Context: an optimization exercise on an open-source flow, tuned for small area, a short achievable clock period and few clock cycles per item. The choices shown serve that exercise and are no tape-out recipe. RTL that was checked went through simulation tests only; none was proved equivalent to the original.

Setup of run 1:
## cfc_cipher
module cfc_cipher (
    input  wire         clk,
    input  wire         rst,       
    input  wire         start,
    input  wire         first,
    input  wire         dec,
    input  wire [127:0] key,
    input  wire [127:0] din,
    output wire         ready,
    output wire         done,
    output wire [127:0] dout
);
For scale: roughly 650 flip-flops, roughly 390 I/O pins, roughly 85000 sq um of cells after synthesis.
clock: 10.0 ns
lec_check: 0
cap_margin: 20
core_margin: 2
core_utilization: 65
place_density: 0.75
setup_slack_margin: 1.5
slew_margin: 20
synth_hierarchical: 1
tns_end_percent: 0
run.sh (not shown) runs the stock make flow with config.mk's settings and CLKGATE_MAP_FILE= SYNTH_SCRIPT=/design/flow/synth_recipe.tcl, a recipe that flattens the netlist after the stock synthesis.
Edits applied to the flow inputs when going from run 1 to run 2:
Settings: SETUP_SLACK_MARGIN changed from 1.5 to 2.
==> flow/flow/run.sh (new file) <==
#!/bin/bash
# The standard layout, except that the port buffers are buf_1 cells instead
# of ORFS's default choice. make's output goes to standard.log, each ORFS
# step's to orfs/logs.
bash standard.sh 'BUFFER_PORTS_ARGS=-buffer_cell sky130_fd_sc_hd__buf_1' finish > standard.log 2>&1
==> flow/standard.sh (new file) <==
#!/bin/bash
# synth_recipe.tcl (not shown) runs the flow's synth.tcl, then flattens the netlist and writes it again
# the make line also repeats each setting of config.mk as NAME=value (left out here)
make -C /OpenROAD-flow-scripts/flow DESIGN_CONFIG=/design/flow/config.mk WORK_HOME=/design/flow/orfs CLKGATE_MAP_FILE= SYNTH_SCRIPT=/design/flow/synth_recipe.tcl "${@:-finish}"
removed: flow/run.sh
Results
- Run 1 → run 2: number of max-slew violations in the final report shows no meaningful change, number of iterations in the first detailed-routing pass shows a reduction of 7, TritonCTS buffer count shows an increase of 3.
- Via count of the routed design went up by a few percent going from run 1 to run 2.
- Run 1 → run 2: final cell count picked up an extra 437, final design utilization went up 2.6 points, register fraction of the total cell area lost 0.61 points.
> inputs changed (run 2 -> run 3)
Settings: a change of SETUP_SLACK_MARGIN from 2 to 1.5.
Findings:
Comparing wire length the detailed router placed on met1 for run 2 and run 3, the bigger number came from run 2.
Summary of run 3 over run 2: highest clock frequency the design can meet now larger, path length in cells of the critical path went down by 3.
Compared with run 2, placement density in the core of run 3 is lower.
Least setup slack across all paths after layout (run 3 over run 2): increase, 0.46 ns
The multi-input combinational cell area number comes out lower for run 3 vs run 2.
Of the two values seen for critical path endpoint, dout[68] was produced by run 2 and dout[82] by run 3.
NOTE: signed area change from the synthesized netlist to the final layout in run 3 falls short of that of run 2
#### Input delta (run 4 over run 3)
Settings: a change of PLACE_DENSITY from 0.75 to 0.7; a change of CORE_UTILIZATION from 65 to 60; a change of SETUP_SLACK_MARGIN from 1.5 to 2.
==> flow/run.sh (new file) <==
#!/bin/bash
# synth_recipe.tcl (not shown) runs the flow's synth.tcl, then flattens the netlist and writes it again
# the make line also repeats each setting of config.mk as NAME=value (left out here)
make -C /OpenROAD-flow-scripts/flow DESIGN_CONFIG=/design/flow/config.mk WORK_HOME=/design/flow/orfs CLKGATE_MAP_FILE= SYNTH_SCRIPT=/design/flow/synth_recipe.tcl finish
removed: flow/flow/run.sh
removed: flow/standard.sh
Findings:
Run 4 against run 3: worst setup slack increased 0.081 ns; die area has increased. Fmax in run 4 is about 0.9% above run 3. The CTS buffer count in run 4 was higher than what run 3 gave. Count of clock-buffer cells in the layout was lower in the run labelled run 3. Every stage of the flow completed for run 4, and the final layout passed the timing, DRC and antenna checks. The via count of run 4 was inferior to that of run 3. In the reports for run 4 and run 3, the larger critical path depth belongs to run 4. The lower final routed wirelength across all metal layers came out of run 3.
No functional check of the RTL was part of any run of this note.

* * *

## v6
cfc_cipher, a different RTL version from the one above (not shown whole).
Size: about 660 flip-flops, about 86000 um2 of cells after synthesis.
clock: 10.0 ns
lec_check: 0
cap_margin: 20
core_margin: 2
core_utilization: 60
place_density: 0.75
setup_slack_margin: 2
slew_margin: 20
synth_hierarchical: 1
Stock flow here: none of the scripts above is used.
Testbench counts of v6, summed over its fixed seeds: cycles 26,330, blocks 2,182.
Setup changes, v6 to v14
-- flow/config.mk --
<<< v6, line 9
export CORE_MARGIN = 2
export CORE_UTILIZATION = 60
export PLACE_DENSITY = 0.75
export SETUP_SLACK_MARGIN = 2
export SLEW_MARGIN = 20
export SYNTH_HIERARCHICAL = 1
>>> v14, line 9
export CORE_MARGIN = 2
export CORE_UTILIZATION = 65
export PLACE_DENSITY = 0.75
export SETUP_SLACK_MARGIN = 1
export SLEW_MARGIN = 20
export SYNTH_HIERARCHICAL = 1
export TNS_END_PERCENT = 0
--- outcome ---
Every stage of the flow completed for v14, and the final layout passed the timing, DRC and antenna checks.
The higher final cell count without fillers came out of v6.
Measured against each other, v6 and v14 differ in critical path depth, the lower figure coming from v14.
v14 against v6: fraction of layout cells with a size suffix above 1 decreased by 18 points relative to the old numbers; maximum fanout encountered on the critical timing path increased 47; setup slack at placement grew by 0.062 ns.
NOTE: clock-cell share of area in v14 exceeds that of v6
When v14 is set beside v6, its sequential share of layout area turns out to be 3.1 points larger.
What v51 does differently from v14 at the input level:
-- flow/config.mk --
<<< v14, line 9
export CORE_MARGIN = 2
export CORE_UTILIZATION = 65
export PLACE_DENSITY = 0.75
export SETUP_SLACK_MARGIN = 1
export SLEW_MARGIN = 20
export SYNTH_HIERARCHICAL = 1
export TNS_END_PERCENT = 0
>>> v51, line 9
export CORE_MARGIN = 2
export CORE_UTILIZATION = 70
export PLACE_DENSITY = 0.85
export SETUP_SLACK_MARGIN = 2
export SLEW_MARGIN = 20
export SYNTH_HIERARCHICAL = 1
### Flow results
- v51 did not finish: a tool error stopped it during global routing (5_1_grt).
- v14: done, clean on timing, DRC and antenna
- Summary: total half-perimeter wirelength after legalization and detailed placement, v51 worse than v14
- Summary of v51 over v14: starting utilization of the core area +5.2 points; post-synthesis instance total level.

[port drivers added, routing unchanged]
No port has a modelled driver above. Below, the same layouts with a new extraction and two added sets of constraints.
Step 1 (the two cells are an assumption about what drives the block):
set clk [get_ports {clk}]
set_driving_cell -lib_cell sky130_fd_sc_hd__clkbuf_16 $clk
set_driving_cell -lib_cell sky130_fd_sc_hd__buf_2 [delete_from_list [all_inputs] $clk]
Step 2, shift: input delay + t, output delay - t, t = (earliest + latest rising clock arrival at the registers) / 2. This alone moves slack from input paths to output paths.
a / b / c = no drivers / after step 1 / after step 2; a / b = the first two.
run | shift t [ns] | setup WS [ns] | worst setup path at the end | slew at the worst register clock pin (ns)
run 1 | 0.776 | 0.849 / 0.765 / 0.510 | input to register | 0.07 / 0.07
run 2 | 0.799 | 0.954 / 0.872 / 0.975 | input to register | 0.07 / 0.07
run 3 | 0.784 | 1.411 / 1.331 / 0.698 | input to register | 0.07 / 0.07
run 4 | 0.778 | 1.492 / 1.340 / 0.562 | input to register | 0.07 / 0.07
v6 | 0.801 | 1.687 / 1.687 / 1.687 | register to register | 0.07 / 0.07
v14 | 0.761 | 1.017 / 1.017 / 1.017 | register to register | 0.07 / 0.07
After both steps setup and hold are still met in every run listed. The setup slack of run 4, which loses most, moves by -0.152 ns with the drivers and by -0.930 ns with both steps.
